Background: an optimization exercise with open tools, aiming at small area, a short achievable clock period and few clock cycles. Do not read the settings as production practice.
Only simulation tests tie the RTL to the original design; equivalence was not proved.
Power is estimated from default activity; no workload was simulated.

==> flow/design.v (outline; a module is shown in full before it is edited, if it fits) <==
// module can_codec: 2171 lines
// module can_codec_meas: 17 lines
module can_codec (
    input  wire        clk,
    input  wire        rst,           
    input  wire        cmd_valid,
    input  wire [63:0] cmd_word,
    output wire        cmd_ready,
    input  wire        rx_load,
    input  wire [31:0] rx_id,
    input  wire [7:0]  rx_len,
    input  wire [63:0] rx_data,       
    output wire [7:0]  proto,
    output reg         txv,
    output wire [31:0] txf_id,
    output wire [7:0]  txf_len,
    output wire [63:0] txf_data,
    output reg  [31:0] rxf_id,
    output reg  [7:0]  rxf_len,
    output reg  [63:0] rxf_data,
    output wire [7:0]  meas_addr,
    output wire [31:0] meas_v,
    output wire [31:0] meas_i,
    output wire [31:0] meas_t,
    output wire [31:0] meas_s,
    output wire [31:0] meas_c,
    output wire [7:0]  meas_p,
    output wire [7:0]  status
);
  // ...
==> flow/flow/run.sh <==
#!/bin/bash
# The standard layout (standard.sh), with two changes to how it is made:
# timing repair aims well below the 14 ns clock (the clock period and the
# constraints stay the design's; only the repair target moves), and the
# port buffers are the smallest buffer cell.
set -euo pipefail
bash standard.sh SETUP_SLACK_MARGIN=8.0 TNS_END_PERCENT=100 \
    'BUFFER_PORTS_ARGS=-buffer_cell sky130_fd_sc_hd__buf_1' finish > standard_finish.log 2>&1
==> flow/standard.sh <==
#!/bin/bash
# synth_recipe.tcl (not shown) runs the flow's synth.tcl, then flattens the netlist and writes it again
# the make line also repeats each setting of config.mk as NAME=value (left out here)
make -C /OpenROAD-flow-scripts/flow DESIGN_CONFIG=/design/flow/config.mk WORK_HOME=/design/flow/orfs CLKGATE_MAP_FILE= SYNTH_SCRIPT=/design/flow/synth_recipe.tcl "${@:-finish}"
==> flow/config.mk <==
export PLATFORM = sky130hd
export DESIGN_NAME = can_codec
export DESIGN_NICKNAME = can_codec
export VERILOG_FILES = /design/flow/design.v
export SDC_FILE = /design/flow/constraint.sdc
export NUM_CORES = 4
export LEC_CHECK = 0
export ABC_AREA = 1
export CAP_MARGIN = 20
export CORE_MARGIN = 2
export CORE_UTILIZATION = 40
export SLEW_MARGIN = 20
export SYNTH_HIERARCHICAL = 1
==> flow/constraint.sdc <==
create_clock -name core_clock -period 14.0 [get_ports {clk}]
set_input_delay 2.8000 -clock core_clock [delete_from_list [all_inputs] [get_ports {clk}]]
set_output_delay 2.8000 -clock core_clock [all_outputs]
set_load 0.01 [all_outputs]
==> results.py, run 1 <==
metrics = {
    "status": {
        "status": "no timing/DRC/antenna violations",
    },
    "sta": {
        "hold_ws_ns": 0.442,
        "rsz0062_at_grt": "true",
        "fmax_ghz": 0.175,
        "min_period_ns": 5.73,
        "setup_slack_ns": 8.27,
    },
    "clocking": {
        "ctsResizeCount": 19,
        "cts_hold_buf": 0,
    },
    "cells_and_area": {
        "top_register": "rxf_data",
        "largest_class": "multi-input combinational cells",
        "clkbuf_count": 48,
        "regArea_mm2": 0.00671,
        "n_all_inverters": 522,
    },
    "floorplanning": {
        "start_util_pct": 40.6,
    },
    "setup_path": {
        "regToRegSetupSlack_ns": 8.30,
        "critical_path_buf_inv_count": 5,
        "worst-path-stages": 11,
        "crit_type": "primary input to register",
        "reg2reg_to": "tx_body[24]$_SDFF_PP0_",
        "crit_family": "simple AND/OR/NAND/NOR gates",
    },
    "route": {
        "viasPerCell": 5.56,
        "top_layer_used": "met5",
    },
    "yosys": {
        "ys_seq_area_share_pct": 23.5,
        "synth_area_mm2": 0.0285,
        "synth_commonest_cells": "nand2_1 (1155), o21ai_0 (540), nor2_1 (502)",
        "synth_top_family_by_area": "simple AND/OR/NAND/NOR gates",
        "yosysTopAreaCellShare_pct": 15.2,
        "yosys.area_share.simple_pct": 31.8,
    },
    "global_route": {
        "track_usage_pct": 30.8,
        "grt-ovfl-total": 0,
    },
    "power": {
        "internal_power_w": 0.00256,
        "switchingPower_w": 0.00303,
        "power_w": 0.00560,
    },
    "flow_run": {
        "maxCapViolCount": 0,
    },
    "worst_hold_path": {
        "worstHoldStart": "ld_lz[0]$_DFFE_PP_",
    },
}
Testbench counts, summed over its fixed seeds: cycles 20,831.
==> run 2: changes to the inputs <==
--- a/flow/design.v
+++ b/flow/design.v
@@ -1868,38 +1868,37 @@
             default:    e_body = 32'd0;
         endcase
     end
     wire        a_m1000 = !proto_b && (op[3:0] == 4'h7);
     wire [7:0]  a_exp   = value[30:23];
     wire [23:0] a_mt    = {1'b1, value[22:0]};
     wire        a_hi    = a_m1000 ? (a_mt >= 24'd8589935) : (a_mt >= 24'd10737419);
     wire [7:0]  a_rs0   = (a_m1000 ? 8'd148 : 8'd151) - a_exp;
-    wire [7:0]  a_rs1   = (a_m1000 ? 8'd147 : 8'd150) - a_exp;
-    wire        a_ok0   = a_m1000 ? (a_exp >= 8'd115 && a_exp <= 8'd148) : (a_exp >= 8'd118 && a_exp <= 8'd151);
-    wire        a_ok1   = a_m1000 ? (a_exp >= 8'd114 && a_exp <= 8'd147) : (a_exp >= 8'd117 && a_exp <= 8'd150);
-    wire [5:0]  a_rs    = a_hi ? a_rs1[5:0] : a_rs0[5:0];
-    wire        a_ok    = !value[31] && (a_hi ? a_ok1 : a_ok0);
-    wire [31:0] a_body  = {a_ok, a_rs[5:0], 2'b00, value[22:0]};
+    wire        a_v     = !value[31] && (a_m1000 ? (a_exp >= 8'd114 && a_exp <= 8'd148)
+                                                 : (a_exp >= 8'd117 && a_exp <= 8'd151));
+    wire [31:0] a_body  = {a_v, a_rs0[5:0], 2'b00, value[22:0]};
     wire        m1000  = !tx_p && (tx_k == 4'd5);   
     wire [34:0] v_m    = {11'd0, 1'b1, tx_body[22:0]};
     wire [34:0] sp_a   = v_m << 10;
     wire [34:0] sp_b   = m1000 ? ~(v_m << 4) : ~(v_m << 8);
     wire [34:0] sp_c   = m1000 ? ~(v_m << 3) : (v_m << 5);
     wire [34:0] sp_k   = (m1000 ? 35'd2 : 35'd1) + (sp_hi ? 35'd512 : 35'd256);
     wire [34:0] sp_s1  = sp_a ^ sp_b ^ sp_c;
     wire [34:0] sp_c1  = {(sp_a[33:0] & sp_b[33:0]) | (sp_a[33:0] & sp_c[33:0]) |
                           (sp_b[33:0] & sp_c[33:0]), 1'b0};
     wire [34:0] sp_s2  = sp_s1 ^ sp_c1 ^ sp_k;
     wire [34:0] sp_c2  = {(sp_s1[33:0] & sp_c1[33:0]) | (sp_s1[33:0] & sp_k[33:0]) |
                           (sp_c1[33:0] & sp_k[33:0]), 1'b0};
     wire [34:0] sp     = sp_s2 + sp_c2;
     wire        sp_tie = sp_hi ? (sp[9:0] == 10'd0) : (sp[8:0] == 9'd0);
     wire [24:0] sp_mr  = sp_hi ? {sp[34:11], sp[10] & !sp_tie} : {sp[33:10], sp[9] & !sp_tie};
-    wire [31:0] sp_h1  = {tx_body[31:25], sp_mr};
+    wire [5:0]  sp_r1  = tx_body[30:25] - {5'd0, sp_hi};
+    wire        sp_k1  = tx_body[31] && (sp_hi ? (tx_body[30:25] != 6'd0) : (tx_body[30:25] <= 6'd33));
+    wire [31:0] sp_h1  = {sp_k1, sp_r1, sp_mr};
     wire        sp_ov  = tx_body[24];
     wire [5:0]  sp_rs  = tx_body[30:25];
     wire [31:0] sp_x   = sp_ov ? 32'h8000_0000 : {2'b01, tx_body[22:0], 7'd0};
     wire        sp_v   = tx_body[31] && !sp_rs[5] && !(sp_ov && sp_rs == 6'd0);
     wire        d_match = proto_b ? ((rxf_id & 32'h9FFC_0000) == 32'h8180_0000)
                                   : ((rxf_id & 32'h9FE0_0000) == 32'h8240_0000);
     wire        d_valid = d_match && (rxf_len == 8'd8);
     wire [6:0]  d_addr  = proto_b ? rxf_id[17:11] : rxf_id[20:14];
==> run 2 against run 1 <==
  * Still clean
  * Combinational power grew 1%
  * Fmax rose by 1.1%
  * Hold slack better by 0.024 ns
  * First-iteration DRC count is 1.5% lower
  * Power is 1.5% higher
  * Area after synthesis up 0.71%
  * Global-route usage rose by 1.3 points
  * Synthesized cell count up 1.1%
  * Critical endpoint is now q25[5]$_DFF_P_
  * Largest cell class unchanged
==> results.py, run 2 <==
metrics = {
    "global_route": {
        "grt_pass1_wl_um": 185000,
        "antenna_found_initial": 14,
        "grt_max_degree": 93,
        "track_usage_pct": 32.1,
        "grt-ovfl-total": 0,
        "grt_pass1_vias": 30076,
    },
    "route": {
        "viasPerCell": 5.62,
        "first_pass_iters": 9,
        "wl_per_cell_um": 20.7,
        "vias": 34174,
        "wirelength_um": 126000,
        "drc_errors": 0,
        "drt_iter0_drc": 3693,
        "drtAntennaViolNets": 0,
    },
    "clocking": {
        "clk_path_buf_depth": 3,
        "numClockSinks": 289,
        "htreeDepth": 2,
        "cts_hold_buf": 0,
        "cts_tree": "built",
        "numCtsBuffers": 36,
        "path_clk_slew_ns": 0.07,
        "clkLatencyLatePin_ns": 0.58,
        "clockRootBuffer": "clkbuf_16",
    },
    "floorplanning": {
        "coreArea_mm2": 0.0712,
        "rows": 98,
        "start_util_pct": 40.3,
        "fp.dieH_um": 272,
        "fp.dieArea_mm2": 0.0740,
        "fp.dieW_um": 272,
        "ios": 574,
    },
    "yosys": {
        "synth_ff_type": "dfxtp_1",
        "yosysTopAreaCellShare_pct": 15.0,
        "syn_inst": 4682,
        "syn_avg_cell_area_um2": 6.13,
        "ys_types": 66,
        "synth_commonest_cells": "nand2_1 (1150), inv_1 (549), nor2_1 (526)",
        "synth_warnings": 7,
        "ys_seq_area_share_pct": 23.4,
        "synth_edf_count": 92,
        "yosys-top-cells-area": "nand2_1 (15%), dfxtp_1 (14%), edfxtp_1 (9.6%)",
        "synth_area_mm2": 0.0287,
        "yosysMostFrequentCell": "nand2_1",
        "ys_ff_latch": 289,
        "yosysTopAreaCell": "nand2_1",
        "ys_async_sr_fraction_pct": 0,
    },
    "sta": {
        "fin_tns_setup_ns": 0,
        "final-max-slew-violation-count": 0,
        "fmax_ghz": 0.176,
        "tightest_slew_ns": 1.09,
        "setup_viol": 0,
        "slew_headroom_pct": 26.7,
        "hold_viol": 0,
        "period_share_pct": 40.5,
        "min_period_ns": 5.67,
        "hold_ws_ns": 0.466,
        "rsz0062_at_grt": "true",
        "skew_ns": 0.0344,
    },
    "setup_path": {
        "end_kind": "register",
        "timing.critical_path.slowest_stage_cell": "fa_1",
        "worst_setup_path_start_kind": "register",
        "worst_ep_required_time_ns": 14.48,
        "critPathMaxStageDelay_ns": 0.49,
        "crit_fanout": 57,
        "cp_data_arrival_time_ns": 6.15,
        "crit_top_cell": "nand2_1",
        "worstRegToRegCells": 31,
        "crit_type": "register to register",
    },
    "cells_and_area": {
        "area_growth_pct": 14.6,
        "drive_above_1_share_pct": 6.20,
        "final_cell_mix": "nand2_1 (1134), inv_1 (540), nor2_1 (517)",
        "layout_commonest_cell": "nand2_1",
        "largest_register_ffs": 64,
        "fin_nets": 5434,
        "top_register": "rxf_data",
        "nFillCells": 7738,
    },
    "power": {
        "leakagePower_nw": 14.5,
        "seqPwrFrac_pct": 19.3,
        "switching_share_pct": 53.7,
        "internal_power_w": 0.00263,
        "p_comb_share_pct": 63.9,
        "p_clk_share_pct": 16.8,
        "ir_worst_vdd_mv": 0.224,
        "pwr_density_cell_mw_per_mm2": 173,
        "switchingPower_w": 0.00305,
    },
    "place": {
        "place_congestion": 1.01,
        "portBuffers": 512,
        "hpwl_um": 98300,
    },
    "worst_hold_path": {
        "min_path_cells": 2,
        "hold_class": "register to register",
    },
    "status": {
        "status": "no timing/DRC/antenna violations",
    },
    "flow_run": {
        "maxCapViolCount": 0,
    },
}
[run 2: cell types whose count changed in the layout (fill, tap and decap cells not counted), moves of 6 or more]
cell      before   now
inv_1        478   540
o21ai_0      530   487
nor2_1       489   517
a21oi_1      321   297
o211ai_1      46    64
buf_4         68    85
o21ai_1       21    37
a221oi_1      12    26
nand2_1     1146  1134
or2_2         18    29
a211oi_1      34    43
nor4_1        32    24
nor2_2        22    15
nand2_2       28    34
[run 2: logic make-up after synthesis]
group,synth area share [%]
buf+inv,12.3
xor+xnor,1.89
simple gates,31.3
flops,23.4
fa+ha+maj,7.69
compound gates,23.0
other cells,0.0131
mux,0.418
[run 2: worst max-delay path: cells and delay by family (launching register included)]
family | cells | cell delay [ns]
compound gates | 9 | 1.47
fa+ha+maj | 2 | 0.71
buf+inv | 6 | 0.93
flops | 1 | 0.35
mux | 1 | 0.28
simple gates | 13 | 1.80
[run 2: power groups by stage]
stage / combinational [W] / clock [W] / sequential [W]
after detailed placement: 0.00331 / 0 / 0.00113
after CTS: 0.00337 / 0.000964 / 0.00109
after floorplan: 0.00255 / 0 / 0.00104
final: 0.00363 / 0.000956 / 0.00109
after global routing: 0.00402 / 0.000991 / 0.00110
after global placement: 0.00332 / 0 / 0.00113
[run 2: cell type report]
cell class | count | area, um^2 | area share (%)
multi-input combinational | 3591 | 18900 | 57.5
timing repair inverter | 4 | 22.5 | 0.0684
sequential | 289 | 6710 | 20.4
inverter | 577 | 2220 | 6.75
antenna | 7 | 17.5 | 0.0532
timing repair buffer | 602 | 2660 | 8.08
tap | 950 | 1190 | 3.61
clock buffer | 48 | 1010 | 3.06
clock inverter | 16 | 178 | 0.540
[run 2: modules after synthesis (local to each module, per instance)]
module,cell area (um^2),copies in the design
can_codec,27100,1
can_codec_meas,1650,1
[run 2: worst paths after layout]
check                                          startpoint                         to  slack [ns]
worst max-delay path                   s_ph[0]$_SDFF_PP0_             q25[5]$_DFF_P_        8.33
worst max register to register         s_ph[0]$_SDFF_PP0_             q25[5]$_DFF_P_        8.33
worst min-delay path            rxf_data[58]$_SDFFE_PP0P_  rxf_data[58]$_SDFFE_PP0P_        0.47
worst min register to register  rxf_data[58]$_SDFFE_PP0P_  rxf_data[58]$_SDFFE_PP0P_        0.47
[run 2: stage by stage]
stage | total power, W | instance area (um^2) | worst slack (ns) | cells | utilization (%)
final | 0.00568 | 32900 | 8.33 | 6084 | 46.2
after global routing | 0.00612 | 32900 | 7.94 | 6083 | 46.2
after CTS | 0.00542 | 32300 | 7.97 | 6037 | 45.4
after detailed placement | 0.00444 | 31000 | 6.76 | 5961 | 43.5
after global placement | 0.00445 | 31000 | 6.82 | 5961 | 43.5
after floorplan | 0.00359 | 28900 | 8.56 | 4733 | -
[run 2: repair_timing]
item / in CTS / in global routing
cloned: 3 / 3
buffers inserted: 9 / 37
endpoints found under the setup margin: 26 / 66
pin swaps: 0 / 10
resized for setup: 22 / 62
[run 2: per-layer routing]
metal  wire length (um)  vias to the layer above  global-route usage, %
met5                 97                        -                      0
met4               5090                       16                   12.0
met3              12800                      230                   7.38
met2              55400                     1617                   50.1
met1              52400                    15987                   43.1
li1                   -                    16324                      -
Testbench counts of run 2, summed over its fixed seeds: cycles 20,831.

-- re-timing with driven ports --
No port has a modelled driver above. Below, the same layouts with a new extraction and two added sets of constraints.
Step 1 assumes that a clkbuf_16 drives the clock port and a buf_2 every other input.
Step 2 adds t to the input delays and takes it off the output delays; t is the mean of the earliest and latest rising clock arrival at the registers after step 1. Input paths then give back, and output paths get back, about the clock's delay inside the block.
a / b / c = no drivers / after step 1 / after step 2; a / b = the first two.
| run | t, ns | setup slack, ns | worst setup path at the end |
|---|---|---|---|
| run 1 | 0.602 | 8.270 / 8.294 / 7.692 | input to register |
| run 2 | 0.625 | 8.331 / 8.331 / 7.766 | input to register |
After both steps setup and hold are still met in every run listed. For run 1, which loses most, drivers alone change the setup slack by +0.024 ns; drivers and shift together by -0.578 ns.
